Background: an optimization exercise with open tools, aiming at small area. Do not read the settings as production practice. Only simulation tests tie the RTL to the original design; equivalence was not proved. In runs 6 and 7 the design's own scripts or RTL, not TritonCTS, make the clock network. The clock input has no modelled driver; a real chip could not lean on it and would need a root buffer or a full tree. Power and IR drop assume default switching activity.

==> flow/constraint.sdc <==
create_clock -name core_clock -period 10.0 [get_ports {clk}]
set_input_delay 2.0000 -clock core_clock [delete_from_list [all_inputs] [get_ports {clk}]]
set_output_delay 2.0000 -clock core_clock [all_outputs]
set_load 0.01 [all_outputs]
==> flow/flow/area.abc <==
strash
dch -f
amap -m
topo
==> flow/config.mk <==
export PLATFORM = sky130hd
export DESIGN_NAME = sphc
export DESIGN_NICKNAME = sphc
export VERILOG_FILES = /design/flow/design.v
export SDC_FILE = /design/flow/constraint.sdc
export NUM_CORES = 4
export LEC_CHECK = 0
export CAP_MARGIN = 20
export CORE_MARGIN = 2
export CORE_UTILIZATION = 40
export SLEW_MARGIN = 20
==> flow/flow/my_synth.tcl <==
# The standard synthesis script (synth_recipe.tcl), with one change: ABC maps
# the logic with the area-oriented script in area.abc instead of ORFS's
# delay-oriented one. Registers are mapped before ABC, so they are the same.
proc synth {args} { yosys synth -nofsm -noshare {*}$args }
proc abc {args} {
  set i [lsearch -exact $args -script]
  if { $i >= 0 } { set args [lreplace $args $i [expr {$i + 1}] -script $::env(AREA_ABC_SCRIPT)] }
  yosys abc {*}$args
}
source $::env(SCRIPTS_DIR)/synth.tcl
# left out here: clear keep_hierarchy, flatten, clean up, hide names made inside functions, write 1_2_yosys.v
==> flow/standard.sh <==
#!/bin/bash
# synth_recipe.tcl (not shown) runs the flow's synth.tcl, then flattens the netlist and writes it again
# the make line also repeats each setting of config.mk as NAME=value (left out here)
make -C /OpenROAD-flow-scripts/flow DESIGN_CONFIG=/design/flow/config.mk WORK_HOME=/design/flow/orfs CLKGATE_MAP_FILE= SYNTH_SCRIPT=/design/flow/synth_recipe.tcl "${@:-finish}"
==> flow/design.v <==
module sphc (
    input  wire        clk,
    input  wire        rst,
    input  wire        tick,
    input  wire [1:0]  mode,
    input  wire [19:0] speed,
    input  wire        dir,
    input  wire        stop,
    output wire [7:0]  out,
    output wire [2:0]  pos,
    output wire [19:0] now,
    output wire        halted,
    output wire [1:0]  cause
);
    reg [19:0] tick_cnt;
    reg [19:0] rem;
    reg [3:0]  seq;
    reg [2:0]  pos_r;
    reg [1:0]  mode_l;
    reg [1:0]  cause_r;
    reg [3:0]  prv;        
    wire halt = |cause_r;
    wire init = ~|mode_l & ~halt;
    wire spin = (seq == 4'd15);
    wire went = (seq == 4'd14);
    wire adv  = (seq == 4'd13);
    wire half = mode_l[1];
    wire [19:0] m = spin ? rem : speed;
    wire        z = ~|m;
    wire [20:0] ct, cz;
    assign ct[0] = tick;
    assign cz[0] = tick;
    genvar i;
    generate
        for (i = 0; i < 20; i = i + 1) begin : g_cnt
            assign ct[i+1] = ct[i] & tick_cnt[i];
            assign cz[i+1] = cz[i] & ~m[i];
            always @(posedge clk) begin
                tick_cnt[i] <= ~rst & (tick_cnt[i] ^ ct[i]);
                rem[i]      <= m[i] ^ cz[i];
            end
        end
    endgenerate
    wire h2 = half ? pos_r[2] : pos_r[1];
    wire h1 = half ? pos_r[1] : pos_r[0];
    wire h0 = half & pos_r[0];
    wire ap = (h2 & h1) | (~h2 & ~h1 & ~h0);      
    wire an = (~h2 & h1) | (h2 & ~h1 & ~h0);      
    wire bp = (~h2 & ~h1) | (~h2 & h1 & ~h0);     
    wire bn = (h2 & ~h1) | (h2 & h1 & ~h0);       
    wire [3:0] cur  = {bn, bp, an, ap};
    wire [7:0] row  = {bn, bp, bp, bn, an, ap, ap, an};
    wire [7:0] prow = {prv[3], prv[2], prv[2], prv[3], prv[1], prv[0], prv[0], prv[1]};
    genvar k;
    generate
        for (k = 0; k < 4; k = k + 1) begin : g_out
            wire cur_k = (seq >= 3 * k + 4) && (seq <= 13);
            wire prv_k = (seq <= 3 * k + 1) || (seq >= 14);
            assign out[2*k +: 2] = ({2{cur_k}} & row[2*k +: 2]) | ({2{prv_k}} & prow[2*k +: 2]);
        end
    endgenerate
    wire [2:0] pos_step = dir ? pos_r - 3'd1 : pos_r + 3'd1;
    wire       mode_ok  = mode[1] ^ mode[0];
    always @(posedge clk) begin
        if (rst) begin
            seq     <= 4'd0;
            pos_r   <= 3'd0;
            mode_l  <= 2'b00;
            cause_r <= 2'b00;
            prv     <= 4'd0;
        end else begin
            if (~|mode_l)
                mode_l <= mode;
            if (init) begin
                if (!mode_ok)
                    cause_r <= 2'b01;
                else if (z)
                    cause_r <= 2'b10;
            end
            if (!halt && !init && (!spin || z))
                seq <= seq + 4'd1;
            if (adv) begin
                pos_r <= {half & pos_step[2], pos_step[1:0]};
                prv   <= cur;
            end
            if (went && z) begin
                cause_r <= 2'b10;
                prv     <= 4'd0;
            end
            if (spin && stop) begin
                if (!halt)
                    cause_r <= 2'b11;
                prv <= 4'd0;
            end
        end
    end
    assign pos    = pos_r;
    assign now    = tick_cnt;
    assign halted = halt;
    assign cause  = cause_r;
endmodule
==> flow/flow/run.sh <==
#!/bin/bash
# Own layout flow: the standard flow (standard.sh) with three changes:
#  - synthesis maps the logic with an area-oriented ABC script (flow/area.abc,
#    via flow/my_synth.tcl) and without the half/full adder cells;
#  - the port buffers are the smallest buffer, sky130_fd_sc_hd__buf_1.
# Each tool's output is in orfs/logs/; this script's in flow_run.log.
set -euo pipefail
here=$(pwd)
exec > >(tee -a "$here/flow_run.log") 2>&1
export AREA_ABC_SCRIPT="$here/flow/area.abc"
export BUFFER_PORTS_ARGS="-buffer_cell sky130_fd_sc_hd__buf_1"
sed -e "s#SYNTH_SCRIPT=[^ ]*#SYNTH_SCRIPT=$here/flow/my_synth.tcl ADDER_MAP_FILE=#" standard.sh > own.sh
grep -q "my_synth.tcl ADDER_MAP_FILE=" own.sh
bash own.sh > standard.log 2>&1
test -f out/final.def
==> results of run 1 <==
## cell families (layout without fill, tap and decap cells)
group                  after synthesis  after routing  share of synthesized area [%]
buffers and inverters               35            104                           5.69
AND/OR/NAND/NOR                    128            128                           25.7
AO/OA/AOI/OAI                       78             78                           20.9
flip-flops                          55             55                           47.7
## power breakdown
part | switching (mW) | internal, mW
sequential | 0.00379 | 0.227
clock | 0.0674 | 0.0735
combinational | 0.0193 | 0.0128
total | 0.0905 | 0.313
## cell type report
type | instances | share of cell area (%)
Clock buffer | 6 | 2.65
Clock inverter | 1 | 1.10
Timing Repair Buffer | 62 | 8.76
Tap cell | 72 | 3.29
Inverter | 35 | 4.79
Sequential cell | 55 | 40.2
Multi-Input combinational cell | 206 | 39.3
## worst max-delay path: cells and delay by family, from the launching register on
kind                   cells  cell delay, ns
AOI/OAI and AO/OA          1            0.24
and+or+nand+nor            2            0.82
DFF                        1            0.42
buffers and inverters      2            0.65
## how the worst max path moves through the flow
stage	end	cells after the start
floorplan	seq[3]	17
global placement	seq[3]	13
detailed placement	seq[3]	13
CTS	seq[3]	13
global route	seq[3]	17
finish	out[6]	5
## registers in the layout, summed over array words and instances, names as in the netlist
name      cells
tick_cnt     20
pos_r         3
mode_l        2
seq           4
prv           4
rem          20
cause_r       2
## routing by layer
metal  wire length, um  global-route usage [%]  vias up
met5                 0                       0        -
met4                37                    5.08        0
met3               326                    4.98        4
met2              2270                    26.9       53
met1              2430                    22.0     1007
li1                  -                       -     1203
## synth_stat cells, types with 2 or more instances
library cell | instances | area [um^2]
nand2_1 | 17 | 63.8
a221oi_1 | 3 | 26.3
clkinv_1 | 35 | 131
a21o_1 | 4 | 30.0
a22oi_1 | 2 | 15.0
nor3_1 | 23 | 115
nor2_1 | 56 | 210
nand4_1 | 7 | 43.8
a21oi_1 | 9 | 45.0
o22ai_1 | 32 | 200
and3_1 | 17 | 106
nand3_1 | 2 | 10.0
dfxtp_1 | 55 | 1100
a211oi_1 | 5 | 37.5
o21ai_0 | 19 | 95.1
## per-stage QoR
step / util (%) / hold WS [ns]
6_report: 49.5 / 0.467
5_1_grt: 49.5 / 0.498
4_1_cts: 49.5 / 0.477
3_5_place_dp: 47.6 / 0.462
3_3_place_gp: 47.6 / 0.458
2_1_floorplan: - / 0.437
==> summary.txt, run 1 <==
Outcome
  – Run status: timing/DRC/antenna clean

Floorplanning
  – Row cnt: 27
  – Die Y: 80.0 um
  – Width of the die: around 80 um
  – Die area: between 0.006 and 0.007 mm^2
  – Core footprint: between 0.005 and 0.006 mm^2
  – Ports: 61
  – Initial core utilization: 41.7%

Clocking
  – CTS buffer count: 5
  – Worst skew pair latency: 0.30 ns
  – Root buffer cell: clkbuf_8
  – Max clock buf depth: 2
  – Clk sinks: 55
  – CTS clk-pin slew, worst paths: about 0.09 ns
  – CTS tree: yes
  – Cts hold-fix bufs: 0
  – Post-cts resize count: 0
  – H-tree Lvls: 2
  – Setup Fix Bufs, Post-CTS: 0

Global route
  – Vias in the first global route: roughly 2,000
  – Initial antenna violation count: 0
  – Remaining global-route overflow: 0
  – Global Route Usage Sum: 16.9%
  – Largest net degree at the start of global routing: 33
  – First-pass GRT wire length: 8.69 mm

Timing
  – Worst-Margin Slew: about 0.82 ns
  – RSZ-0062 raised after global routing: false
  – TNS Setup: 0 ns
  – Pins Over Slew Limit: 0
  – Max Clk Rate: roughly 230 MHz
  – Final Hold Fails: 0
  – Final WS setup: about 5.6 ns
  – Final worst path period share: 44.3%
  – Max-slew headroom: 45.0%
  – Skew final: 0.00597 ns
  – Minimum clock period: 4.43 ns
  – Finish-stage setup viols: 0

Route
  – Detailed-route wire length per cell: 11.6 um
  – Final ANT Viol Nets: 0
  – Vias: between 2,000 and 2,500
  – DRT Wirelength: 5.06 mm
  – DRT iter0 DRCs: 70
  – Vias per inst: just over 5
  – Residual DRC: 0
  – Drt first pass iters: 4

Synthesis
  – Synth cell types: 25
  – Synthesis-stage register bit count: 55
  – Post-synth EDFFs: 0
  – Main flop type after synthesis: dfxtp_1
  – Cell Area, Synth: 0.00231 mm^2
  – Post-synthesis sequential area ratio: 47.7%
  – Syn_area_per_cell: 7.80 um^2
  – Syn. warnings: 1
  – Syn nets: approximately 320
  – Ys async rst share: 0%
  – Cells after Synth: between 200 and 300

Finish
  – Antenna cell count: 0
  – Final std cells w/o fill: 437
  – Multi-input combinational cell area: 0.00108 mm^2
  – Most frequent cells in the layout: 60 x buf_1, 56 x nor2_1, 55 x dfxtp_1
  – Post-route cell area: approximately 0.0027 mm^2
  – Layout cells sized above 1: 2.19%
  – Commonest non-fill, non-tap cell in the layout: buf_1
  – Nets@finish: 392
  – Register area: ~0.0011 mm^2
  – Total of fill cells in the finished design: 564
  – Area Growth Syn to Fin: 18.8%

Worst setup path
  – Crit path largest cell delay: roughly 0.69 ns
  – Worst path cell trace: nand2_1 -> nor3_1 -> clkinv_1 -> o22ai_1 -> buf_1
  – CP max stage cell: nor3_1
  – Crit-path max FO: 10
  – Flop2flop setup slack: approximately 5.7 ns
  – Worst reg2reg startpoint: seq[1]
  – CP startpoint kind: flip-flop
  – Crit path launch: seq[3]
  – Crit path kind: flip-flop to output pin
  – CP Capture Type: output pin
  – FF-to-FF End: seq[3]
  – Crit path DAT: 2.43 ns
  – CP Data Required Time: 8.00 ns
  – Worst-case reg-to-reg path depth: 17

Placed design
  – HPWL Detailed: between 3 and 4 mm
  – DP Worst Slack: 5.28 ns
  – Placed Cells: 430
  – Post-DP Area: between 0.002 and 0.003 mm^2
  – Placer Congestion: 0.755
  – Port buffer count: 60

Hold path
  – Min-delay src: tick_cnt[19]
  – Hold path cells: 1
  – Hold Crit Class: flip-flop to flip-flop
  – Worst hold endpoint: tick_cnt[19]

Pwr
  – Leakage power: 0.986 nW
  – Total Power: between 0.4 and 0.5 mW
  – PD cells: 147 mW/mm^2
  – Peak supply drop: between 0.00007 and 0.00008 V

Flow run
  – Max Cap Viol: 0
==> run 2: changes to the inputs <==
==> flow/flow/run.sh (replaced) <==
#!/bin/bash
# Own layout flow: the standard flow (standard.sh) with two changes:
#  - synthesis maps the logic with an area-oriented ABC script (flow/area.abc,
#    via flow/my_synth.tcl) and without the half/full adder cells;
#  - the port buffers are the smallest buffer, sky130_fd_sc_hd__buf_1.
# Each tool's output is in orfs/logs/; this script's in flow_run.log.
set -euo pipefail
here=$(pwd)
exec > >(tee -a "$here/flow_run.log") 2>&1
export AREA_ABC_SCRIPT="$here/flow/area.abc"
export BUFFER_PORTS_ARGS="-buffer_cell sky130_fd_sc_hd__buf_1"
export CTS_ARGS="-sink_clustering_enable -repair_clock_nets -dont_use_dummy_load"
sed -e "s#SYNTH_SCRIPT=[^ ]*#SYNTH_SCRIPT=$here/flow/my_synth.tcl ADDER_MAP_FILE=#" standard.sh > own.sh
grep -q "my_synth.tcl ADDER_MAP_FILE=" own.sh
bash own.sh > standard.log 2>&1
test -f out/final.def
==> run 2 against run 1 <==
Effect of this change: die area is the same; clock-buffer cell count down 1; first-iteration DRC count fell by 7.1%; critical path type unchanged; highest routed layer unchanged.
==> summary.txt, run 2 <==
Worst setup path
  – FF-to-FF End: seq[3]
  – Worst-case reg-to-reg path depth: 17 (unchanged)
  – CP Data Required Time: 8.00 ns (about the same)
  – Flop2flop setup slack: 5.72 ns (about the same)
  – Worst reg2reg startpoint: seq[1]
  – Worst path cell trace: nand2_1 -> nor3_1 -> clkinv_1 -> o22ai_1 -> buf_1
  – CP Capture Type: output pin
  – WP buf/inv: 2 (unchanged)
  – CP startpoint kind: flip-flop
  – CP max stage cell: nor3_1
  – Crit path kind: flip-flop to output pin
  – Crit path largest cell delay: 0.69 ns (about the same)
  – Crit path launch: seq[3]
  – Crit-path max FO: 10 (unchanged)
  – Crit path DAT: 2.41 ns (-0.02 ns)
  – Delay-heaviest family, CP: simple AND/OR/NAND/NOR gates

Synthesis
  – Cell Area, Synth: 0.00231 mm^2 (unchanged)
  – Post-synth EDFFs: 0 (unchanged)
  – Synth Area in Simple Gates: 25.7% (unchanged)
  – Ys async rst share: 0% (unchanged)
  – Most common cell in the netlist: nor2_1
  – Adder-cell share of the synthesized area: 0% (unchanged)
  – Cells after Synth: 296 (unchanged)
  – Mux contribution to synthesized area: 0% (unchanged)
  – Largest family of logic cells by synthesized area: simple AND/OR/NAND/NOR gates
  – Synthesis-stage register bit count: 55 (unchanged)
  – Synth cell types: 25 (unchanged)
  – Syn_area_per_cell: 7.80 um^2 (unchanged)
  – Compound-Gate Fraction of Synth Area: 20.9% (unchanged)
  – Syn. warnings: 1 (unchanged)
  – XOR/XNOR share of the synthesized area: 0% (unchanged)
  – Main flop type after synthesis: dfxtp_1
  – Top post-synthesis cells by count: 56 x nor2_1, 55 x dfxtp_1, 35 x clkinv_1
  – Post-synthesis sequential area ratio: 47.7% (unchanged)
  – Synth top area cells: dfxtp_1 48%, nor2_1 9.1%, o22ai_1 8.7%
  – Leading area contributor after synthesis: dfxtp_1
  – Share of the synthesized area in the top cell type: 47.7% (unchanged)
  – Syn nets: 323 (unchanged)

Timing
  – Skew final: 0.0154 ns (+0.00945 ns)
  – Max-slew headroom: 45.0% (unchanged)
  – Max Clk Rate: 227 MHz (+0.32%)
  – RSZ-0062 raised after global routing: false
  – TNS Setup: 0 ns (unchanged)
  – Pins Over Slew Limit: 0 (unchanged)
  – Final worst path period share: 44.1% (-0.14 points)
  – Final Hold Fails: 0 (unchanged)
  – Finish-stage setup viols: 0 (unchanged)
  – Worst-Margin Slew: 0.818 ns (+0.000000179 ns)
  – WHS: 0.467 ns (+0.0000190 ns)
  – Minimum clock period: 4.41 ns (-0.0142 ns)

Pwr
  – PD cells: 137 mW/mm^2 (-6.6%)
  – Peak supply drop: 0.0000703 V (-1.8%)
  – Leakage power: 0.971 nW (-1.6%)

Clocking
  – CTS clk-pin slew, worst paths: 0.09 ns (about the same)
  – Cts hold-fix bufs: 0 (unchanged)
  – Max clock buf depth: 2 (unchanged)
  – Setup Fix Bufs, Post-CTS: 0 (unchanged)
  – Post-cts resize count: 0 (unchanged)
  – H-tree Lvls: 2 (unchanged)
  – CTS buffer count: 5 (unchanged)
  – CTS tree: yes
  – Worst skew pair latency: 0.30 ns (about the same)
  – Clk sinks: 55 (unchanged)
  – Root buffer cell: clkbuf_8

Global route
  – First-pass GRT wire length: 8.67 mm (-0.16%)
  – Global Route Usage Sum: 16.8% (-0.024 points)
  – Remaining global-route overflow: 0 (unchanged)
  – Largest net degree at the start of global routing: 33 (unchanged)
  – Initial antenna violation count: 0 (unchanged)
  – Vias in the first global route: 2,003 (-0.25%)

Finish
  – Post-route cell area: 0.00271 mm^2 (-1.2%)
  – Area Growth Syn to Fin: 17.3%
  – Nets@finish: 392 (unchanged)
  – Largest registers: rem x20, tick_cnt x20
  – Antenna cell count: 0 (unchanged)
  – Final std cells w/o fill: 435 (-0.46%)
  – Total of fill cells in the finished design: 566 (+0.35%)
  – Commonest non-fill, non-tap cell in the layout: buf_1
  – Most frequent cells in the layout: 60 x buf_1, 56 x nor2_1, 55 x dfxtp_1
  – Layout cells sized above 1: 1.93% (-0.26 points)

Route
  – DRT Wirelength: 5.06 mm (about the same)
  – Detailed-route wire length per cell: 11.6 um (+0.36%)
  – DRT iter0 DRCs: 65 (-7.1%)
  – Vias: 2,261 (-0.26%)
  – Drt first pass iters: 4 (unchanged)
  – Final ANT Viol Nets: 0 (unchanged)
  – Residual DRC: 0 (unchanged)
  – Vias per inst: 5.20 (+0.19%)

Flow run
  – Max Cap Viol: 0 (unchanged)

Floorplanning
  – Row cnt: 27 (unchanged)
  – Core footprint: 0.00554 mm^2 (unchanged)
  – Ports: 61 (unchanged)
  – Die area: 0.00640 mm^2 (unchanged)
  – Width of the die: 80.0 um (unchanged)
  – Initial core utilization: 41.7% (unchanged)
  – Die Y: 80.0 um (unchanged)

Placed design
  – Port buffer count: 60 (unchanged)
  – Post-DP Area: 0.00264 mm^2 (unchanged)
  – Placer Congestion: 0.755 (unchanged)
  – Placed Cells: 430 (unchanged)
  – HPWL Detailed: 3.77 mm (unchanged)

Hold path
  – Worst hold endpoint: tick_cnt[19]
  – Min-delay src: tick_cnt[19]
  – Hold path cells: 1 (unchanged)
  – Hold Crit Class: flip-flop to flip-flop

Outcome
  – Run status: timing/DRC/antenna clean
run 2: cell counts after synthesis:
Identical to the previous run, type by type.
run 2: final cells by class:
class,count,area (um^2),area share [%]
flip-flops and latches,55,1100,40.7
multi-input cells,206,1080,39.7
repair buffers,62,240,8.87
inverters,35,131,4.85
well taps,72,90.1,3.33
clock buffers,5,68.8,2.54
run 2: logic make-up (layout without fill, tap and decap cells):
group / Yosys count / after routing
AND/OR/NAND/NOR: 128 / 128
buffers and inverters: 35 / 102
flip-flops: 55 / 55
AO/OA/AOI/OAI: 78 / 78
run 2: worst register-to-register path, delay by kind of cell, from the launching register on:
family / cells / cell delay [ns]
buffers and inverters: 5 / 0.98
AO/OA/AOI/OAI: 3 / 0.84
AND/OR/NAND/NOR: 9 / 2.00
flip-flops: 1 / 0.39
run 2: how the worst max path moves through the flow:
stage | to | slack, ns | cells past startpoint
CTS | seq[3] | 5.57 | 13
global placement | seq[3] | 5.41 | 13
floorplan | seq[3] | 5.57 | 17
global route | seq[3] | 5.14 | 17
finish | out[6] | 5.59 | 5
detailed placement | seq[3] | 5.28 | 13
run 2: where the power goes:
| group | switching (mW) | leakage, nW | internal [mW] | total [mW] |
|---|---|---|---|---|
| Combinational | 0.0193 | 0.482 | 0.0128 | 0.0321 |
| Sequential | 0.00378 | 0.452 | 0.227 | 0.230 |
| Clock | 0.0642 | 0.0359 | 0.0454 | 0.110 |
| Total | 0.0873 | 0.971 | 0.285 | 0.372 |
run 2: metal layers:
| layer | global-route usage, % | vias to the layer above | part of all wire, % | wire, um |
|---|---|---|---|---|
| met4 | 5.08 | 0 | 0.73 | 37 |
| met1 | 21.9 | 1001 | 48 | 2420 |
| met2 | 26.9 | 55 | 45 | 2270 |
| met5 | 0 | - | 0 | 0 |
| li1 | - | 1201 | - | - |
| met3 | 4.98 | 4 | 6.6 | 333 |
run 2: through the flow:
step	util (%)	worst slack (ns)	power, mW
CTS	48.9	5.57	0.379
global route	48.9	5.14	0.392
floorplan	-	5.57	0.255
finish	48.9	5.59	0.372
global placement	47.6	5.41	0.267
detailed placement	47.6	5.28	0.267
==> run 3: changes to the inputs <==
--- a/flow/flow/run.sh
+++ b/flow/flow/run.sh
@@ -9,7 +9,6 @@
 exec > >(tee -a "$here/flow_run.log") 2>&1
 export AREA_ABC_SCRIPT="$here/flow/area.abc"
 export BUFFER_PORTS_ARGS="-buffer_cell sky130_fd_sc_hd__buf_1"
-export CTS_ARGS="-sink_clustering_enable -repair_clock_nets -dont_use_dummy_load"
 sed -e "s#SYNTH_SCRIPT=[^ ]*#SYNTH_SCRIPT=$here/flow/my_synth.tcl ADDER_MAP_FILE=#" standard.sh > own.sh
 grep -q "my_synth.tcl ADDER_MAP_FILE=" own.sh
 bash own.sh > standard.log 2>&1
==> run 3 against run 2 <==
Effect of this change: still clean on timing, DRC and antenna; cell count rose by 0.46%; first-iteration DRC count rose by 7.7%; global-route usage barely moved; die area did not move; wire length barely moved; synthesized cell count did not move; utilization rose by 0.61 points; flip-flop and latch count did not move; cell area rose by 1.2%; clock power rose by 28%; critical endpoint unchanged; largest power group unchanged; highest routed layer unchanged.
==> summary.txt, run 3 <==
Clocking
  – Post-cts resize count: 0 (unchanged)
  – Setup Fix Bufs, Post-CTS: 0 (unchanged)
  – H-tree Lvls: 2 (unchanged)
  – CTS tree: yes
  – CTS buffer count: 5 (unchanged)
  – Max clock buf depth: 2 (unchanged)
  – CTS clk-pin slew, worst paths: 0.09 ns (about the same)
  – Cts hold-fix bufs: 0 (unchanged)
  – Clk sinks: 55 (unchanged)
  – Root buffer cell: clkbuf_8
  – Worst skew pair latency: 0.30 ns (about the same)

Pwr
  – PD cells: 147 mW/mm^2 (+7.1%)
  – Peak supply drop: 0.0000716 V (+1.9%)
  – Gate power share: 8.0% (-0.6 points)
  – Sequential Power Share: 57.1% (-4.8 points)
  – Total Power: 0.403 mW (+8.4%)
  – P_sw: 0.0905 mW (+3.6%)
  – Leakage power: 0.986 nW (+1.6%)
  – Clock share of power: 34.9% (+5.4 points)
  – Internal: 0.313 mW (+9.9%)
  – Switching share of power: 22.4% (-1.0 points)

Timing
  – Pins Over Slew Limit: 0 (unchanged)
  – Skew final: 0.00597 ns (-0.00945 ns)
  – Final Hold Fails: 0 (unchanged)
  – Max Clk Rate: 226 MHz (-0.32%)
  – Max-slew headroom: 45.0% (unchanged)
  – Minimum clock period: 4.43 ns (+0.0142 ns)
  – TNS Setup: 0 ns (unchanged)
  – RSZ-0062 raised after global routing: false
  – Worst-Margin Slew: 0.818 ns (-0.000000179 ns)
  – Finish-stage setup viols: 0 (unchanged)
  – Final worst path period share: 44.3% (+0.14 points)

Synthesis
  – Top post-synthesis cells by count: 56 x nor2_1, 55 x dfxtp_1, 35 x clkinv_1
  – Cells after Synth: 296 (unchanged)
  – Syn_area_per_cell: 7.80 um^2 (unchanged)
  – Synth cell types: 25 (unchanged)
  – Share of the synthesized area in the top cell type: 47.7% (unchanged)
  – Syn. warnings: 1 (unchanged)
  – Synthesis-stage register bit count: 55 (unchanged)
  – Synth top area cells: dfxtp_1 48%, nor2_1 9.1%, o22ai_1 8.7%
  – Ys async rst share: 0% (unchanged)
  – Main flop type after synthesis: dfxtp_1
  – Post-synth EDFFs: 0 (unchanged)
  – Syn nets: 323 (unchanged)
  – Most common cell in the netlist: nor2_1
  – Leading area contributor after synthesis: dfxtp_1
  – Cell Area, Synth: 0.00231 mm^2 (unchanged)
  – Post-synthesis sequential area ratio: 47.7% (unchanged)

Worst setup path
  – Crit path kind: flip-flop to output pin
  – Crit path largest cell delay: 0.69 ns (about the same)
  – Crit-path max FO: 10 (unchanged)
  – Crit path DAT: 2.43 ns (+0.02 ns)
  – Flop2flop setup slack: 5.72 ns (about the same)
  – CP startpoint kind: flip-flop
  – WP buf/inv: 2 (unchanged)
  – CP Capture Type: output pin
  – CP Data Required Time: 8.00 ns (about the same)
  – Worst-case reg-to-reg path depth: 17 (unchanged)
  – Delay-heaviest family, CP: simple AND/OR/NAND/NOR gates
  – CP max stage cell: nor3_1
  – FF-to-FF End: seq[3]
  – Worst reg2reg startpoint: seq[1]
  – Worst path cell trace: nand2_1 -> nor3_1 -> clkinv_1 -> o22ai_1 -> buf_1

Route
  – Vias per inst: 5.19 (-0.19%)
  – Final ANT Viol Nets: 0 (unchanged)
  – Detailed-route wire length per cell: 11.6 um (-0.36%)
  – Vias: 2,267 (+0.27%)
  – Residual DRC: 0 (unchanged)
  – Drt first pass iters: 4 (unchanged)
  – DRT Wirelength: 5.06 mm (about the same)
  – DRT iter0 DRCs: 70 (+7.7%)

Finish
  – Nets@finish: 392 (unchanged)
  – Most frequent cells in the layout: 60 x buf_1, 56 x nor2_1, 55 x dfxtp_1
  – Commonest non-fill, non-tap cell in the layout: buf_1
  – Total of fill cells in the finished design: 564 (-0.35%)
  – Largest registers: rem x20, tick_cnt x20
  – Area Growth Syn to Fin: 18.8%
  – Antenna cell count: 0 (unchanged)
  – Layout cells sized above 1: 2.19% (+0.26 points)

Global route
  – Global Route Usage Sum: 16.9% (+0.024 points)
  – Remaining global-route overflow: 0 (unchanged)
  – Initial antenna violation count: 0 (unchanged)
  – Largest net degree at the start of global routing: 33 (unchanged)
  – First-pass GRT wire length: 8.69 mm (+0.16%)
  – Vias in the first global route: 2,008 (+0.25%)

Floorplanning
  – Ports: 61 (unchanged)
  – Core footprint: 0.00554 mm^2 (unchanged)
  – Row cnt: 27 (unchanged)
  – Width of the die: 80.0 um (unchanged)
  – Die Y: 80.0 um (unchanged)
  – Initial core utilization: 41.7% (unchanged)
  – Die area: 0.00640 mm^2 (unchanged)

Hold path
  – Worst hold endpoint: tick_cnt[19]
  – Hold path cells: 1 (unchanged)
  – Hold Crit Class: flip-flop to flip-flop
  – Min-delay src: tick_cnt[19]

Placed design
  – HPWL Detailed: 3.77 mm (unchanged)
  – Placer Congestion: 0.755 (unchanged)
  – Port buffer count: 60 (unchanged)

Flow run
  – Max Cap Viol: 0 (unchanged)

Outcome
  – Run status: timing/DRC/antenna clean
## run 3: layer usage
metal  global-route usage (%)  vias to the layer above  wire length (um)
li1                         -                     1203                 -
met1                     22.0                     1007              2430
met2                     26.9                       53              2270
met3                     4.98                        4               326
met4                     5.08                        0                37
met5                        0                        -                 0
## run 3: cells by family after synthesis
| family | Yosys count | share of synthesized area, % |
|---|---|---|
| flops | 55 | 47.7 |
| compound gates | 78 | 20.9 |
| simple gates | 128 | 25.7 |
| buf+inv | 35 | 5.69 |
## run 3: worst register-to-register path, stage by stage, from the launching register on
cell and delay [ns]:
dfxtp_1 0.39, clkinv_1 0.16, nor2_1 0.17, clkinv_1 0.11, nor2_1 0.14, clkinv_1 0.50
o22ai_1 0.46, nand4_1 0.19, or4b_1 0.57, nor4_1 0.39, o21ai_0 0.19, nor2_1 0.17
clkinv_1 0.10, nor2_1 0.15, clkinv_1 0.10, nor2_1 0.16, nor2_1 0.06, a211oi_1 0.19
## run 3: per-stage QoR
| stage | hold slack [ns] | cell area [um^2] | worst slack [ns] | std cells | util (%) |
|---|---|---|---|---|---|
| floorplan | 0.437 | 2310 | 5.57 | 296 | - |
| detailed placement | 0.462 | 2640 | 5.28 | 430 | 47.6 |
| CTS | 0.477 | 2740 | 5.58 | 437 | 49.5 |
| finish | 0.467 | 2740 | 5.57 | 437 | 49.5 |
| global placement | 0.458 | 2640 | 5.41 | 430 | 47.6 |
| global route | 0.498 | 2740 | 5.14 | 437 | 49.5 |
## run 3: worst max path at each step
stage,from,endpoint,slack [ns],cells after the start
global route,seq[1],seq[3],5.14,17
CTS,speed[12],seq[3],5.58,13
finish,seq[3],out[6],5.57,5
detailed placement,speed[12],seq[3],5.28,13
floorplan,seq[1],seq[3],5.57,17
global placement,speed[12],seq[3],5.41,13
## run 3: layout make-up
class / instances / area [um^2] / share of cell area (%)
clock buffer: 6 / 72.6 / 2.65
timing repair buffer: 62 / 240 / 8.76
inverter: 35 / 131 / 4.79
multi-input combinational: 206 / 1080 / 39.3
tap: 72 / 90.1 / 3.29
clock inverter: 1 / 30.0 / 1.10
sequential: 55 / 1100 / 40.2
## run 3: power by group through the flow
stage	Sequential (mW)	Clock, mW	Combinational, mW
after CTS	0.230	0.148	0.0322
after detailed placement	0.235	0	0.0320
after global placement	0.235	0	0.0321
after floorplan	0.235	0	0.0203
after global routing	0.231	0.156	0.0369
final	0.230	0.141	0.0321
==> run 4: changes to the inputs <==
--- a/flow/flow/run.sh
+++ b/flow/flow/run.sh
@@ -9,6 +9,7 @@
 exec > >(tee -a "$here/flow_run.log") 2>&1
 export AREA_ABC_SCRIPT="$here/flow/area.abc"
 export BUFFER_PORTS_ARGS="-buffer_cell sky130_fd_sc_hd__buf_1"
+export CTS_ARGS="-sink_clustering_enable -repair_clock_nets -dont_use_dummy_load -buf_list sky130_fd_sc_hd__clkbuf_16 -sink_clustering_size 60 -sink_clustering_max_diameter 300"
 sed -e "s#SYNTH_SCRIPT=[^ ]*#SYNTH_SCRIPT=$here/flow/my_synth.tcl ADDER_MAP_FILE=#" standard.sh > own.sh
 grep -q "my_synth.tcl ADDER_MAP_FILE=" own.sh
 bash own.sh > standard.log 2>&1
==> run 4 against run 3 <==
Effect of this change: die area is the same; largest cell class unchanged; flip-flop and latch count is the same; cell count shrank 0.46%; clock skew grew 0.0029 ns; combinational power is essentially flat; still clean; utilization grew 0.41 points; register-to-register slack lost 0.04 ns; highest routed layer unchanged; first-iteration DRC count grew 11%.
==> summary.txt, run 4 <==
Worst setup path
  – CP startpoint kind: input port
  – CP Data Required Time: 10.20 ns (+2.20 ns)
  – FF-to-FF End: seq[3]
  – Flop2flop setup slack: 5.68 ns (-0.04 ns)
  – Crit path launch: speed[12]
  – Worst-case reg-to-reg path depth: 17 (unchanged)
  – CP endpoint: seq[3]
  – Crit-path max FO: 4 (-6)
  – CP Capture Type: flip-flop
  – Crit path DAT: 4.65 ns (+2.22 ns)
  – Worst reg2reg startpoint: seq[1]
  – Crit path kind: input port to flip-flop

Synthesis
  – Synth top area cells: dfxtp_1 48%, nor2_1 9.1%, o22ai_1 8.7%
  – Leading area contributor after synthesis: dfxtp_1
  – Syn nets: 323 (unchanged)
  – Syn_area_per_cell: 7.80 um^2 (unchanged)
  – Syn. warnings: 1 (unchanged)
  – Ys async rst share: 0% (unchanged)
  – Cells after Synth: 296 (unchanged)
  – Synth cell types: 25 (unchanged)
  – Post-synthesis sequential area ratio: 47.7% (unchanged)
  – Share of the synthesized area in the top cell type: 47.7% (unchanged)
  – Synthesis-stage register bit count: 55 (unchanged)
  – Cell Area, Synth: 0.00231 mm^2 (unchanged)
  – Top post-synthesis cells by count: 56 x nor2_1, 55 x dfxtp_1, 35 x clkinv_1
  – Post-synth EDFFs: 0 (unchanged)
  – Most common cell in the netlist: nor2_1
  – Main flop type after synthesis: dfxtp_1

Floorplanning
  – Die area: 0.00640 mm^2 (unchanged)
  – Row cnt: 27 (unchanged)
  – Core footprint: 0.00554 mm^2 (unchanged)
  – Die Y: 80.0 um (unchanged)
  – Initial core utilization: 41.7% (unchanged)
  – Width of the die: 80.0 um (unchanged)
  – Ports: 61 (unchanged)

Route
  – Vias per inst: 5.21 (+0.46%)
  – DRT Wirelength: 5.02 mm (-0.97%)
  – Drt first pass iters: 4 (unchanged)
  – Residual DRC: 0 (unchanged)
  – DRT iter0 DRCs: 78 (+11%)
  – Vias: 2,267 (unchanged)
  – Detailed-route wire length per cell: 11.5 um (-0.51%)
  – Final ANT Viol Nets: 0 (unchanged)

Flow run
  – Max Cap Viol: 0 (unchanged)

Pwr
  – Peak supply drop: 0.0000687 V (-4.1%)
  – PD cells: 152 mW/mm^2 (+3.6%)
  – Total Power: 0.421 mW (+4.4%)
  – Leakage power: 0.996 nW (+1.0%)

Clocking
  – Worst skew pair latency: 0.28 ns (-0.02 ns)
  – Cts hold-fix bufs: 0 (unchanged)
  – Post-cts resize count: 0 (unchanged)
  – CTS clk-pin slew, worst paths: 0.07 ns (-0.02 ns)
  – CTS tree: yes
  – Root buffer cell: clkbuf_16
  – Max clock buf depth: 2 (unchanged)
  – Setup Fix Bufs, Post-CTS: 0 (unchanged)
  – CTS buffer count: 5 (unchanged)
  – H-tree Lvls: 2 (unchanged)
  – Clk sinks: 55 (unchanged)

Hold path
  – Hold Crit Class: flip-flop to flip-flop
  – Min-delay src: tick_cnt[19]

Finish
  – Most frequent cells in the layout: 60 x buf_1, 56 x nor2_1, 55 x dfxtp_1
  – Antenna cell count: 0 (unchanged)
  – Post-route cell area: 0.00276 mm^2 (+0.82%)
  – Commonest non-fill, non-tap cell in the layout: buf_1
  – Layout cells sized above 1: 1.93% (-0.26 points)
  – Area Growth Syn to Fin: 19.7%
  – Nets@finish: 392 (unchanged)
  – Largest registers: rem x20, tick_cnt x20

Timing
  – Pins Over Slew Limit: 0 (unchanged)
  – Final Hold Fails: 0 (unchanged)
  – TNS Setup: 0 ns (unchanged)
  – Minimum clock period: 4.46 ns (+0.0295 ns)
  – Final worst path period share: 44.6% (+0.30 points)
  – Worst-Margin Slew: 0.823 ns (+0.00521 ns)
  – Skew final: 0.00884 ns (+0.00287 ns)
  – RSZ-0062 raised after global routing: false
  – Finish-stage setup viols: 0 (unchanged)
  – Max-slew headroom: 44.7% (-0.35 points)
  – Max Clk Rate: 224 MHz (-0.66%)

Global route
  – Initial antenna violation count: 0 (unchanged)
  – Largest net degree at the start of global routing: 33 (unchanged)
  – Global Route Usage Sum: 16.6% (-0.21 points)
  – First-pass GRT wire length: 8.59 mm (-1.1%)
  – Remaining global-route overflow: 0 (unchanged)
  – Vias in the first global route: 1,988 (-1.0%)

Placed design
  – HPWL Detailed: 3.77 mm (unchanged)
  – Port buffer count: 60 (unchanged)
  – Placer Congestion: 0.755 (unchanged)
  – Post-DP Area: 0.00264 mm^2 (unchanged)

Outcome
  – Run status: timing/DRC/antenna clean
[run 4: area by class of cell]
cell class,instances,area [um^2]
clock buffers,5,125
multi-input cells,206,1080
flip-flops and latches,55,1100
fillers,550,2780
well taps,72,90.1
inverters,35,131
repair buffers,62,240
[run 4: worst min path at each step]
stage / endpoint / slack [ns] / depth (start not counted)
after global routing: tick_cnt[19] / 0.49 / 1
after detailed placement: tick_cnt[19] / 0.46 / 1
final: tick_cnt[19] / 0.46 / 1
after global placement: tick_cnt[19] / 0.46 / 1
after CTS: tick_cnt[19] / 0.47 / 1
after floorplan: mode_l[0] / 0.44 / 2
[run 4: per-stage QoR]
| stage | std cells | hold WS (ns) | utilization [%] | worst slack (ns) |
|---|---|---|---|---|
| floorplan | 296 | 0.437 | - | 5.57 |
| global placement | 430 | 0.458 | 47.6 | 5.41 |
| detailed placement | 430 | 0.462 | 47.6 | 5.28 |
| CTS | 435 | 0.472 | 49.9 | 5.55 |
| global route | 435 | 0.493 | 49.9 | 5.15 |
| finish | 435 | 0.464 | 49.9 | 5.54 |
[run 4: metal layers]
| layer | GRT usage (%) | up-vias | wire [um] |
|---|---|---|---|
| li1 | - | 1200 | - |
| met4 | 4.58 | 0 | 53 |
| met2 | 27.2 | 55 | 2250 |
| met3 | 4.64 | 5 | 330 |
| met5 | 0 | - | 0 |
| met1 | 21.5 | 1007 | 2380 |
[run 4: kinds of logic after synthesis]
logic type / Yosys count / share of synthesized area, %
buf+inv: 35 / 5.69
flops: 55 / 47.7
simple gates: 128 / 25.7
compound gates: 78 / 20.9
[run 4: worst max-delay path, stage by stage]
cell,delay [ns]
buf_1,0.07
o22ai_1,0.27
nand4_1,0.19
or4b_1,0.57
nor4_1,0.42
o21ai_0,0.20
nor2_1,0.17
clkinv_1,0.10
nor2_1,0.14
clkinv_1,0.10
nor2_1,0.16
nor2_1,0.06
a211oi_1,0.19
[run 4: report_power, final]
group	internal, mW	total [mW]	switching [mW]
clock	0.0887	0.159	0.0699
combinational	0.0128	0.0321	0.0193
sequential	0.227	0.231	0.00379
total	0.328	0.421	0.0929
==> run 5: changes to the inputs <==
--- a/flow/design.v
+++ b/flow/design.v
@@ -21,9 +21,10 @@
     reg [3:0]  prv;        
     wire halt = |cause_r;
     wire init = ~|mode_l & ~halt;
-    wire spin = (seq == 4'd15);
-    wire went = (seq == 4'd14);
-    wire adv  = (seq == 4'd13);
+    localparam [3:0] FETCH = 4'd2, ADV = 4'd15, WENT = 4'd0, SPIN = 4'd1;
+    wire spin = (seq == SPIN);
+    wire went = (seq == WENT);
+    wire adv  = (seq == ADV);
     wire half = mode_l[1];
     wire [19:0] m = spin ? rem : speed;
     wire        z = ~|m;
@@ -54,8 +55,8 @@
     genvar k;
     generate
         for (k = 0; k < 4; k = k + 1) begin : g_out
-            wire cur_k = (seq >= 3 * k + 4) && (seq <= 13);
-            wire prv_k = (seq <= 3 * k + 1) || (seq >= 14);
+            wire cur_k = (seq >= 3 * k + 6);
+            wire prv_k = (seq <= 3 * k + 3);
             assign out[2*k +: 2] = ({2{cur_k}} & row[2*k +: 2]) | ({2{prv_k}} & prow[2*k +: 2]);
         end
     endgenerate
@@ -63,7 +64,7 @@
     wire       mode_ok  = mode[1] ^ mode[0];
     always @(posedge clk) begin
         if (rst) begin
-            seq     <= 4'd0;
+            seq     <= FETCH;
             pos_r   <= 3'd0;
             mode_l  <= 2'b00;
             cause_r <= 2'b00;
--- a/flow/flow/run.sh
+++ b/flow/flow/run.sh
@@ -9,7 +9,7 @@
 exec > >(tee -a "$here/flow_run.log") 2>&1
 export AREA_ABC_SCRIPT="$here/flow/area.abc"
 export BUFFER_PORTS_ARGS="-buffer_cell sky130_fd_sc_hd__buf_1"
-export CTS_ARGS="-sink_clustering_enable -repair_clock_nets -dont_use_dummy_load -buf_list sky130_fd_sc_hd__clkbuf_16 -sink_clustering_size 60 -sink_clustering_max_diameter 300"
+export CTS_ARGS="-sink_clustering_enable -repair_clock_nets -dont_use_dummy_load"
 sed -e "s#SYNTH_SCRIPT=[^ ]*#SYNTH_SCRIPT=$here/flow/my_synth.tcl ADDER_MAP_FILE=#" standard.sh > own.sh
 grep -q "my_synth.tcl ADDER_MAP_FILE=" own.sh
 bash own.sh > standard.log 2>&1
==> run 5 against run 4 <==
Effect of this change: still clean on timing, DRC and antenna; clock power fell by 31%; sequential power up 2%; maximum frequency shrank 5.2%; hold slack improved by 0.015 ns; wire length increased by 1.4%; utilization decreased by 1.3 points; cell area is 2.6% lower.
==> summary.txt, run 5 <==
Synthesis
  – Cells after Synth: 296 (unchanged)
  – Most common cell in the netlist: nor2_1
  – Top post-synthesis cells by count: 60 x nor2_1, 55 x dfxtp_1, 30 x clkinv_1, 30 x o22ai_1, 21 x nor3_1
  – Cell Area, Synth: 0.00230 mm^2 (-0.33%)
  – Syn nets: 323 (unchanged)
  – Synth cell types: 23 (-8.0%)
  – Synthesis-stage register bit count: 55 (unchanged)
  – Synth top area cells: dfxtp_1 48%, nor2_1 9.8%, o22ai_1 8.2%
  – Share of the synthesized area in the top cell type: 47.9% (+0.16 points)
  – Leading area contributor after synthesis: dfxtp_1
  – Main flop type after synthesis: dfxtp_1
  – Post-synthesis sequential area ratio: 47.9% (+0.16 points)
  – Post-synth EDFFs: 0 (unchanged)
  – Syn. warnings: 1 (unchanged)
  – Ys async rst share: 0% (unchanged)
  – Syn_area_per_cell: 7.77 um^2 (-0.33%)

Route
  – DRT Wirelength: 5.09 mm (+1.4%)
  – Detailed-route wire length per cell: 11.7 um (+1.6%)
  – DRT iter0 DRCs: 97 (+24%)
  – Vias per inst: 5.14 (-1.4%)
  – Final ANT Viol Nets: 0 (unchanged)
  – Drt first pass iters: 4 (unchanged)
  – Vias: 2,230 (-1.6%)
  – Residual DRC: 0 (unchanged)

Worst setup path
  – Worst path most repeated cell: nor2_1
  – Flop2flop setup slack: 5.30 ns (-0.38 ns)
  – CP Data Required Time: 10.19 ns (about the same)
  – Worst path cell trace: clkinv_1 -> nand3_1 -> clkinv_1 -> o22ai_1 -> nand2_1 -> clkinv_1 -> nand2_1 -> nor2_1 -> nand2_1 -> nor2_1 -> nand2_1 -> nor2_1 -> nand4_1 -> nor2_1 -> nand4_1 -> nor2_1 -> nand4_1 -> nor2_1 -> o22ai_1
  – Crit path kind: flip-flop to flip-flop
  – Crit-path max FO: 22 (+18)
  – Worst-case reg-to-reg path depth: 19 (+2)
  – CP max stage cell: clkinv_1
  – Crit path DAT: 4.89 ns (+0.24 ns)
  – CP Capture Type: flip-flop
  – CP startpoint kind: flip-flop
  – Crit path largest cell delay: 0.77 ns (+0.20 ns)

Timing
  – Pins Over Slew Limit: 0 (unchanged)
  – Max-slew headroom: 45.1% (+0.45 points)
  – Skew final: 0.0132 ns (+0.00440 ns)
  – Worst-Margin Slew: 0.821 ns (-0.00275 ns)
  – Minimum clock period: 4.70 ns (+0.245 ns)
  – RSZ-0062 raised after global routing: false
  – Max Clk Rate: 213 MHz (-5.2%)
  – Final worst path period share: 47.0% (+2.4 points)
  – TNS Setup: 0 ns (unchanged)
  – Finish-stage setup viols: 0 (unchanged)
  – Final Hold Fails: 0 (unchanged)

Finish
  – Antenna cell count: 0 (unchanged)
  – Area Growth Syn to Fin: 17.0%
  – Post-route cell area: 0.00269 mm^2 (-2.6%)
  – Layout cells sized above 1: 1.66% (-0.27 points)
  – Largest registers: rem x20, tick_cnt x20
  – Nets@finish: 391 (-0.26%)
  – Register area: 0.00110 mm^2 (unchanged)
  – Most frequent cells in the layout: 60 x nor2_1, 60 x buf_1, 55 x dfxtp_1
  – Total of fill cells in the finished design: 614 (+12%)
  – Multi-input combinational cell area: 0.00109 mm^2 (+1.0%)

Floorplanning
  – Die area: 0.00638 mm^2 (-0.31%)
  – Initial core utilization: 41.5% (-0.14 points)
  – Core footprint: 0.00554 mm^2 (unchanged)
  – Die Y: 79.8 um (-0.16%)
  – Row cnt: 27 (unchanged)
  – Width of the die: 79.8 um (-0.16%)
  – Ports: 61 (unchanged)

Global route
  – Remaining global-route overflow: 0 (unchanged)
  – Initial antenna violation count: 0 (unchanged)
  – Global Route Usage Sum: 16.8% (+0.14 points)
  – First-pass GRT wire length: 8.52 mm (-0.80%)
  – Vias in the first global route: 1,882 (-5.3%)
  – Largest net degree at the start of global routing: 32 (-3.0%)

Placed design
  – HPWL Detailed: 3.86 mm (+2.2%)
  – Port buffer count: 60 (unchanged)
  – Post-DP Area: 0.00262 mm^2 (-0.57%)
  – Placer Congestion: 0.826 (+9.4%)

Clocking
  – H-tree Lvls: 2 (unchanged)
  – Cts hold-fix bufs: 0 (unchanged)
  – Max clock buf depth: 2 (unchanged)
  – Root buffer cell: clkbuf_8
  – Setup Fix Bufs, Post-CTS: 0 (unchanged)
  – Post-cts resize count: 0 (unchanged)
  – CTS tree: yes
  – CTS clk-pin slew, worst paths: 0.09 ns (+0.02 ns)
  – Clk sinks: 55 (unchanged)
  – Worst skew pair latency: 0.30 ns (+0.02 ns)
  – CTS buffer count: 5 (unchanged)

Pwr
  – Clock share of power: 28.4% (-9.2 points)
  – P_sw: 0.0958 mW (+3.1%)
  – PD cells: 144 mW/mm^2 (-5.8%)
  – Leakage power: 0.993 nW (-0.33%)
  – Gate power share: 10.9% (+3.3 points)
  – Switching share of power: 24.8% (+2.7 points)
  – Internal: 0.291 mW (-11%)
  – Peak supply drop: 0.0000763 V (+11%)
  – Sequential Power Share: 60.7% (+6.0 points)

Flow run
  – Max Cap Viol: 0 (unchanged)

Hold path
  – Hold Crit Class: flip-flop to flip-flop
  – Hold path cells: 1 (unchanged)

Outcome
  – Run status: timing/DRC/antenna clean
==> run 5: per-stage QoR <==
| stage | worst slack (ns) | total power [mW] | cells | hold slack, ns | util [%] |
|---|---|---|---|---|---|
| 6_report | 5.30 | 0.387 | 434 | 0.479 | 48.6 |
| 3_5_place_dp | 5.40 | 0.282 | 429 | 0.465 | 47.4 |
| 5_1_grt | 4.59 | 0.409 | 434 | 0.520 | 48.6 |
| 3_3_place_gp | 5.45 | 0.282 | 429 | 0.453 | 47.4 |
| 2_1_floorplan | 5.82 | 0.267 | 296 | 0.438 | - |
| 4_1_cts | 5.39 | 0.392 | 434 | 0.485 | 48.6 |
==> run 5: cells by family (layout without fill, tap and decap cells) <==
family | after synthesis | after routing | share of synthesized area, %
AO/OA/AOI/OAI | 78 | 78 | 21.0
AND/OR/NAND/NOR | 133 | 133 | 26.2
buffers and inverters | 30 | 96 | 4.89
flip-flops | 55 | 55 | 47.9
==> run 5: worst paths after layout <==
check | to | from
max reg2reg | rem[19] | seq[3]
min reg2reg | tick_cnt[19] | tick_cnt[19]
min | tick_cnt[19] | tick_cnt[19]
max | rem[19] | seq[3]
==> run 5: worst max-delay path, delay by kind of cell, from the launching register on <==
family	cells	cell delay (ns)
AND/OR/NAND/NOR	14	2.64
buffers and inverters	3	1.00
AO/OA/AOI/OAI	2	0.55
flip-flops	1	0.40
==> run 5: power by group through the flow <==
stage / clock network, mW / logic [mW] / registers [mW]
after floorplan: 0 / 0.0277 / 0.239
final: 0.110 / 0.0423 / 0.235
after detailed placement: 0 / 0.0421 / 0.240
after global placement: 0 / 0.0420 / 0.240
after CTS: 0.115 / 0.0423 / 0.235
after global routing: 0.124 / 0.0482 / 0.236
==> run 5: layout make-up <==
class / count / share of cell area, %
multi-input cells: 211 / 40.4
inverters: 30 / 4.18
clock buffers: 5 / 2.56
repair buffers: 61 / 8.64
flip-flops and latches: 55 / 40.9
well taps: 72 / 3.35
==> run 5: metal layers <==
metal  part of all wire, %  track usage, %  routed length [um]
met1                    50            23.5                2540
met5                     0               0                   0
met2                    44            25.8                2230
met3                   4.9            3.85                 247
met4                   1.4            5.08                  70
==> run 6: changes to the inputs <==
==> flow/flow/run.sh (replaced) <==
#!/bin/bash
# Own layout flow: the standard flow (standard.sh) with three changes:
#  - synthesis maps the logic with an area-oriented ABC script (flow/area.abc,
#    via flow/my_synth.tcl) and without the half/full adder cells;
#  - the port buffers are the smallest buffer, sky130_fd_sc_hd__buf_1;
#  - the clock tree is one level of clock buffers driven by the clock port
#    (flow/kbuf.tcl replaces clock_tree_synthesis).
# Each tool's output is in orfs/logs/; this script's in flow_run.log.
set -euo pipefail
here=$(pwd)
exec > >(tee -a "$here/flow_run.log") 2>&1
export AREA_ABC_SCRIPT="$here/flow/area.abc"
export BUFFER_PORTS_ARGS="-buffer_cell sky130_fd_sc_hd__buf_1"
export PRE_CTS_TCL="$here/flow/kbuf.tcl"
export KBUF_COUNT=2 KBUF_CELL=sky130_fd_sc_hd__clkbuf_16 KBUF_CLOCK_PORT=clk
sed -e "s#SYNTH_SCRIPT=[^ ]*#SYNTH_SCRIPT=$here/flow/my_synth.tcl ADDER_MAP_FILE=#" standard.sh > own.sh
grep -q "my_synth.tcl ADDER_MAP_FILE=" own.sh
bash own.sh > standard.log 2>&1
test -f out/final.def
==> flow/flow/kbuf.tcl (new file) <==
proc clock_tree_synthesis {args} {
  set cell $::env(KBUF_CELL)
  set k $::env(KBUF_COUNT)
  set db [ord::get_db]
  set block [ord::get_db_block]
  set clknet [[$block findBTerm $::env(KBUF_CLOCK_PORT)] getNet]
  set master [$db findMaster $cell]
  set sinks {}
  foreach it [$clknet getITerms] {
    set loc [[$it getInst] getLocation]
    lappend sinks [list $it [lindex $loc 0] [lindex $loc 1]]
  }
  set n [llength $sinks]
  # initial centres: sinks spread along x
  set sorted [lsort -integer -index 1 $sinks]
  set cx {}; set cy {}
  for {set j 0} {$j < $k} {incr j} {
    set s [lindex $sorted [expr {int(($j + 0.5) * $n / $k)}]]
    lappend cx [lindex $s 1]; lappend cy [lindex $s 2]
  }
  for {set iter 0} {$iter < 20} {incr iter} {
    set assign {}
    foreach s $sinks {
      set best 0; set bd -1
      for {set j 0} {$j < $k} {incr j} {
        set d [expr {abs([lindex $s 1] - [lindex $cx $j]) + abs([lindex $s 2] - [lindex $cy $j])}]
        if { $bd < 0 || $d < $bd } { set bd $d; set best $j }
      }
      lappend assign $best
    }
    for {set j 0} {$j < $k} {incr j} { set sx($j) 0; set sy($j) 0; set cnt($j) 0 }
    foreach s $sinks a $assign {
      incr sx($a) [lindex $s 1]; incr sy($a) [lindex $s 2]; incr cnt($a)
    }
    set cx {}; set cy {}
    for {set j 0} {$j < $k} {incr j} {
      if { $cnt($j) == 0 } { set cnt($j) 1 }
      lappend cx [expr {$sx($j) / $cnt($j)}]; lappend cy [expr {$sy($j) / $cnt($j)}]
    }
  }
  for {set j 0} {$j < $k} {incr j} {
    set buf($j) [odb::dbInst_create $block $master clkbuf_leaf_$j]
    set net($j) [odb::dbNet_create $block clknet_leaf_$j]
    $net($j) setSigType CLOCK
    [$buf($j) findITerm X] connect $net($j)
    $buf($j) setLocation [lindex $cx $j] [lindex $cy $j]
    $buf($j) setPlacementStatus PLACED
  }
  foreach s $sinks a $assign {
    set it [lindex $s 0]
    $it disconnect
    $it connect $net($a)
  }
  for {set j 0} {$j < $k} {incr j} { [$buf($j) findITerm A] connect $clknet }
  $clknet setSigType CLOCK
  puts "clock tree: $k x $cell, clusters of [lmap j [lsort -integer [array names cnt]] {set cnt($j)}] clock pins"
  set_propagated_clock [all_clocks]
}
==> run 6 against run 5 <==
Effect of this change: global-route usage down 1.1 points; hold slack improved by 0.0011 ns; via count is 0.90% lower; cell area down 0.70%; sequential power about the same; synthesized cell count stayed put; die area is the same; power fell by 5.2%; still clean on timing, DRC and antenna.
==> summary.txt, run 6 <==
Worst setup path
  – WP buf/inv: 3 (unchanged)
  – Crit path kind: flip-flop to flip-flop
  – FF-to-FF End: rem[19]
  – CP startpoint kind: flip-flop
  – CP Data Required Time: 10.06 ns (-0.13 ns)
  – Worst path most repeated cell: nor2_1
  – Worst-case reg-to-reg path depth: 19 (unchanged)
  – Crit path largest cell delay: 0.75 ns (-0.02 ns)
  – Flop2flop setup slack: 5.32 ns (+0.02 ns)
  – Worst path cell trace: clkinv_1 -> nand3_1 -> clkinv_1 -> o22ai_1 -> nand2_1 -> clkinv_1 -> nand2_1 -> nor2_1 -> nand2_1 -> nor2_1 -> nand2_1 -> nor2_1 -> nand4_1 -> nor2_1 -> nand4_1 -> nor2_1 -> nand4_1 -> nor2_1 -> o22ai_1
  – Delay-heaviest family, CP: simple AND/OR/NAND/NOR gates
  – Crit-path max FO: 22 (unchanged)
  – Crit path DAT: 4.73 ns (-0.16 ns)
  – CP Capture Type: flip-flop
  – Worst reg2reg startpoint: seq[3]
  – CP max stage cell: clkinv_1

Timing
  – Skew final: 0.00754 ns (-0.00570 ns)
  – Finish-stage setup viols: 0 (unchanged)
  – Final WS setup: 5.32 ns (+0.0248 ns)
  – Max-slew headroom: 47.0% (+1.8 points)
  – Minimum clock period: 4.68 ns (-0.0248 ns)
  – RSZ-0062 raised after global routing: false
  – Final Hold Fails: 0 (unchanged)
  – Pins Over Slew Limit: 0 (unchanged)
  – Final worst path period share: 46.8% (-0.25 points)
  – Worst-Margin Slew: 0.794 ns (-0.0272 ns)
  – TNS Setup: 0 ns (unchanged)
  – Max Clk Rate: 214 MHz (+0.53%)

Synthesis
  – Post-synthesis sequential area ratio: 47.9% (unchanged)
  – Leading area contributor after synthesis: dfxtp_1
  – Share of the synthesized area in the top cell type: 47.9% (unchanged)
  – Syn_area_per_cell: 7.77 um^2 (unchanged)
  – Ys async rst share: 0% (unchanged)
  – Top post-synthesis cells by count: 60 x nor2_1, 55 x dfxtp_1, 30 x clkinv_1, 30 x o22ai_1, 21 x nor3_1
  – Most common cell in the netlist: nor2_1
  – Syn. warnings: 1 (unchanged)
  – Synthesis-stage register bit count: 55 (unchanged)
  – Main flop type after synthesis: dfxtp_1
  – Synth top area cells: dfxtp_1 48%, nor2_1 9.8%, o22ai_1 8.2%
  – Syn nets: 323 (unchanged)
  – Post-synth EDFFs: 0 (unchanged)
  – Cells after Synth: 296 (unchanged)
  – Synth cell types: 23 (unchanged)
  – Cell Area, Synth: 0.00230 mm^2 (unchanged)

Route
  – Drt first pass iters: 4 (unchanged)
  – Detailed-route wire length per cell: 11.6 um (-1.3%)
  – Vias per inst: 5.13 (-0.21%)
  – DRT Wirelength: 4.99 mm (-2.0%)
  – DRT iter0 DRCs: 90 (-7.2%)
  – Final ANT Viol Nets: 0 (unchanged)
  – Residual DRC: 0 (unchanged)
  – Vias: 2,210 (-0.90%)

Floorplanning
  – Core footprint: 0.00554 mm^2 (unchanged)
  – Row cnt: 27 (unchanged)
  – Width of the die: 79.8 um (unchanged)
  – Die Y: 79.8 um (unchanged)
  – Die area: 0.00638 mm^2 (unchanged)
  – Initial core utilization: 41.5% (unchanged)
  – Ports: 61 (unchanged)

Hold path
  – Worst hold endpoint: tick_cnt[19]
  – Hold path cells: 1 (unchanged)
  – Min-delay src: tick_cnt[19]
  – Hold Crit Class: flip-flop to flip-flop

Finish
  – Most frequent cells in the layout: 60 x nor2_1, 60 x buf_1, 55 x dfxtp_1
  – Antenna cell count: 0 (unchanged)
  – Total of fill cells in the finished design: 611 (-0.49%)
  – Nets@finish: 388 (-0.77%)
  – Layout cells sized above 1: 0.836% (-0.82 points)
  – Largest registers: rem x20, tick_cnt x20
  – Area Growth Syn to Fin: 16.2%

Placed design
  – DP Worst Slack: 5.40 ns (unchanged)
  – HPWL Detailed: 3.86 mm (unchanged)
  – Placer Congestion: 0.826 (unchanged)
  – Port buffer count: 60 (unchanged)

Pwr
  – Gate power share: 11.5% (+0.6 points)
  – Leakage power: 0.982 nW (-1.1%)
  – PD cells: 137 mW/mm^2 (-4.5%)
  – P_sw: 0.0842 mW (-12%)
  – Internal: 0.282 mW (-2.9%)
  – Sequential Power Share: 64.0% (+3.3 points)
  – Clock share of power: 24.5% (-3.9 points)
  – Switching share of power: 23.0% (-1.8 points)
  – Peak supply drop: 0.000136 V (+78%)

Clocking
  – Worst skew pair latency: 0.16 ns (-0.14 ns)
  – CTS clk-pin slew, worst paths: 0.10 ns (about the same)
  – Post-cts resize count: 0 (unchanged)
  – Setup Fix Bufs, Post-CTS: 0 (unchanged)
  – Cts hold-fix bufs: 0 (unchanged)

Global route
  – Global Route Usage Sum: 15.7% (-1.1 points)
  – Vias in the first global route: 1,880 (-0.11%)
  – Initial antenna violation count: 0 (unchanged)
  – Largest net degree at the start of global routing: 32 (unchanged)
  – Remaining global-route overflow: 0 (unchanged)
  – First-pass GRT wire length: 8.45 mm (-0.89%)

Flow run
  – Max Cap Viol: 0 (unchanged)

Outcome
  – Run status: timing/DRC/antenna clean
## run 6: power groups by stage
| stage | clock network [mW] | logic [mW] | registers (mW) |
|---|---|---|---|
| after global routing | 0.104 | 0.0483 | 0.236 |
| after global placement | 0 | 0.0420 | 0.240 |
| after CTS | 0.0945 | 0.0424 | 0.235 |
| final | 0.0897 | 0.0422 | 0.235 |
| after detailed placement | 0 | 0.0421 | 0.240 |
| after floorplan | 0 | 0.0277 | 0.239 |
## run 6: worst max-delay path by stage
stage | cells after the start | to | from
2_1_floorplan | 16 | rem[19] | speed[0]
3_3_place_gp | 13 | tick_cnt[19] | tick
3_5_place_dp | 19 | rem[19] | seq[3]
4_1_cts | 19 | rem[19] | seq[3]
5_1_grt | 19 | rem[19] | seq[3]
6_report | 19 | rem[19] | seq[3]
## run 6: kinds of logic after synthesis
group                  count (synthesis)  synth area share (%)
buffers and inverters                 30                  4.89
flip-flops                            55                  47.9
AO/OA/AOI/OAI                         78                  21.0
AND/OR/NAND/NOR                      133                  26.2
## run 6: layout make-up
cell class	count	area, um^2	share of cell area, %
sequential	55	1100	41.2
multi-input combinational	211	1090	40.7
timing repair buffer	61	233	8.70
inverter	30	113	4.21
tap	72	90.1	3.37
buffer	2	50.0	1.87
## run 6: per-stage QoR
stage / total power, mW / utilization (%) / cells / hold slack (ns) / cell area, um^2
2_1_floorplan: 0.267 / - / 296 / 0.438 / 2300
3_3_place_gp: 0.282 / 47.4 / 429 / 0.453 / 2620
3_5_place_dp: 0.282 / 47.4 / 429 / 0.465 / 2620
4_1_cts: 0.372 / 48.3 / 431 / 0.487 / 2670
5_1_grt: 0.388 / 48.3 / 431 / 0.521 / 2670
6_report: 0.367 / 48.3 / 431 / 0.480 / 2670
## run 6: metal layers
layer	global-route usage (%)	vias up	share of wire [%]
li1	-	1188	-
met1	22.8	979	49
met2	26.8	41	47
met3	1.13	2	3.7
met4	1.02	0	0.62
met5	0	-	0
## run 6: worst reg2reg max path, cell delays in order, from the launching register on
cell and delay [ns]:
dfxtp_1 0.41, clkinv_1 0.16, nand3_1 0.59, clkinv_1 0.75, o22ai_1 0.48, nand2_1 0.12, clkinv_1 0.07, nand2_1 0.08
nor2_1 0.18, nand2_1 0.12, nor2_1 0.19, nand2_1 0.11, nor2_1 0.18, nand4_1 0.15, nor2_1 0.21, nand4_1 0.16
nor2_1 0.20, nand4_1 0.14, nor2_1 0.18, o22ai_1 0.10
==> run 7: changes to the inputs <==
--- a/flow/flow/run.sh
+++ b/flow/flow/run.sh
@@ -12,7 +12,7 @@
 export AREA_ABC_SCRIPT="$here/flow/area.abc"
 export BUFFER_PORTS_ARGS="-buffer_cell sky130_fd_sc_hd__buf_1"
 export PRE_CTS_TCL="$here/flow/kbuf.tcl"
-export KBUF_COUNT=2 KBUF_CELL=sky130_fd_sc_hd__clkbuf_16 KBUF_CLOCK_PORT=clk
+export KBUF_COUNT=4 KBUF_CELL=sky130_fd_sc_hd__clkbuf_8 KBUF_CLOCK_PORT=clk
 sed -e "s#SYNTH_SCRIPT=[^ ]*#SYNTH_SCRIPT=$here/flow/my_synth.tcl ADDER_MAP_FILE=#" standard.sh > own.sh
 grep -q "my_synth.tcl ADDER_MAP_FILE=" own.sh
 bash own.sh > standard.log 2>&1
==> run 7 against run 6 <==
Effect of this change: cell area is 0.19% higher; hold slack worse by 0.0013 ns; register-to-register slack worse by 0.02 ns; wire length is 1.1% higher; area after synthesis stayed put; clock power is 2% higher; via count is 0.50% lower; cell count is 0.46% higher; sequential share of layout area is 0.077 points lower; setup slack worse by 0.019 ns; combinational power hardly changed; flip-flop and latch count stayed put.
==> summary.txt, run 7 <==
Worst setup path
  – CP startpoint kind: flip-flop
  – Worst reg2reg startpoint: seq[3]
  – Crit path largest cell delay: 0.76 ns (about the same)
  – CP Capture Type: flip-flop
  – Crit path DAT: 4.73 ns (about the same)
  – Worst path cell trace: clkinv_1 -> nand3_1 -> clkinv_1 -> o22ai_1 -> nand2_1 -> clkinv_1 -> nand2_1 -> nor2_1 -> nand2_1 -> nor2_1 -> nand2_1 -> nor2_1 -> nand4_1 -> nor2_1 -> nand4_1 -> nor2_1 -> nand4_1 -> nor2_1 -> o22ai_1
  – Worst-case reg-to-reg path depth: 19 (unchanged)
  – Flop2flop setup slack: 5.31 ns (-0.02 ns)
  – FF-to-FF End: rem[19]
  – CP max stage cell: clkinv_1
  – Worst path most repeated cell: nor2_1

Global route
  – Vias in the first global route: 1,890 (+0.53%)
  – First-pass GRT wire length: 8.51 mm (+0.73%)
  – Remaining global-route overflow: 0 (unchanged)
  – Global Route Usage Sum: 15.7% (+0.048 points)

Outcome
  – Run status: timing/DRC/antenna clean

Timing
  – WHS: 0.479 ns (-0.00135 ns)
  – Worst-Margin Slew: 0.808 ns (+0.0149 ns)
  – Finish-stage setup viols: 0 (unchanged)
  – Final worst path period share: 46.9% (+0.19 points)
  – Max-slew headroom: 46.0% (-1.0 points)
  – TNS Setup: 0 ns (unchanged)

Placed design
  – Placer Congestion: 0.826 (unchanged)
  – HPWL Detailed: 3.86 mm (unchanged)

Synthesis
  – Syn. warnings: 1 (unchanged)
  – Cells after Synth: 296 (unchanged)
  – Most common cell in the netlist: nor2_1
  – Synth top area cells: dfxtp_1 48%, nor2_1 9.8%, o22ai_1 8.2%

Hold path
  – Hold Crit Class: flip-flop to flip-flop

Route
  – Met3 WL: 216 um (+16%)
  – DRT iter0 DRCs: 107 (+19%)
  – Met2 Wirelength: 2.23 mm (-4.0%)
  – Final ANT Viol Nets: 0 (unchanged)
  – Drt first pass iters: 4 (unchanged)
  – DR top layer: met4
  – Detailed-route wire length per cell: 11.6 um (+0.60%)

Finish
  – Antenna cell count: 0 (unchanged)
  – Most frequent cells in the layout: 60 x nor2_1, 60 x buf_1, 55 x dfxtp_1
  – Area Growth Syn to Fin: 16.4%
  – Nets@finish: 390 (+0.52%)

Pwr
  – Leakage power: 0.986 nW (+0.42%)
  – PD cells: 137 mW/mm^2 (+0.24%)

Floorplanning
  – Row cnt: 27 (unchanged)
  – Die area: 0.00638 mm^2 (unchanged)
  – Ports: 61 (unchanged)
  – Core footprint: 0.00554 mm^2 (unchanged)
  – Die Y: 79.8 um (unchanged)

Flow run
  – Max Cap Viol: 0 (unchanged)

Clocking
  – Setup Fix Bufs, Post-CTS: 0 (unchanged)
run 7: worst max-delay path: cells and delay by family (launching register included):
kind / cells / cell delay, ns
AND/OR/NAND/NOR: 14 / 2.62
buffers and inverters: 3 / 0.99
flip-flops: 1 / 0.41
AO/OA/AOI/OAI: 2 / 0.57
run 7: per-layer routing:
| metal | track usage [%] | vias to the layer above |
|---|---|---|
| li1 | - | 1189 |
| met1 | 23.3 | 965 |
| met2 | 26.0 | 42 |
| met3 | 1.36 | 3 |
| met4 | 1.36 | 0 |
| met5 | 0 | - |
run 7: power by group:
part / switching [mW] / total (mW) / internal, mW
clock: 0.0545 / 0.0913 / 0.0368
combinational: 0.0258 / 0.0423 / 0.0164
sequential: 0.00561 / 0.235 / 0.229
run 7: layout make-up:
| type | count | area [um^2] |
|---|---|---|
| flip-flops and latches | 55 | 1100 |
| plain buffers | 4 | 55.1 |
| well taps | 72 | 90.1 |
| fillers | 612 | 2860 |
| repair buffers | 61 | 233 |
| inverters | 30 | 113 |
| multi-input cells | 211 | 1090 |
run 7: cells by family (layout without fill, tap and decap cells):
family	after synthesis	in the layout	share of synthesized area [%]
AND/OR/NAND/NOR	133	133	26.2
AO/OA/AOI/OAI	78	78	21.0
flip-flops	55	55	47.9
buffers and inverters	30	95	4.89
run 7: worst max-delay path by stage:
stage / startpoint / end / slack (ns) / cells after the start
CTS: seq[3] / rem[19] / 5.39 / 19
floorplan: speed[0] / rem[19] / 5.82 / 16
detailed placement: seq[3] / rem[19] / 5.40 / 19
global route: seq[3] / rem[19] / 4.59 / 19
finish: seq[3] / rem[19] / 5.31 / 19
global placement: tick / tick_cnt[19] / 5.45 / 13
run 7: per-stage QoR:
step	instance area [um^2]	setup slack, ns
finish	2680	5.31
global route	2680	4.59
CTS	2680	5.39
detailed placement	2620	5.40
global placement	2620	5.45
floorplan	2300	5.82

[separate check: timing with driven ports]
The results above use ideal ports. As a check the final layouts listed here were re-extracted and re-timed, cells and wires unchanged. Step 1, drivers: a clkbuf_16 drives clk and a buf_2 each remaining input, both assumed. Step 2 times the ports against the registers' clock, not the clock port: input delays grow and output delays shrink by t, the midpoint of the rising clock arrivals with the driver on. a / b / c = no drivers / after step 1 / after step 2; a / b = the first two.
| run | t, ns | setup slack, ns |
|---|---|---|
| run 1 | 0.322 | 5.574 / 5.546 / 5.291 |
| run 2 | 0.318 | 5.589 / 5.560 / 5.283 |
| run 3 | 0.322 | 5.574 / 5.546 / 5.291 |
| run 4 | 0.311 | 5.545 / 5.556 / 5.245 |
| run 5 | 0.324 | 5.300 / 5.300 / 5.300 |
| run 6 | 0.205 | 5.325 / 5.325 / 5.325 |
| run 7 | 0.196 | 5.306 / 5.306 / 5.306 |
After both steps setup and hold are still met in every run listed.
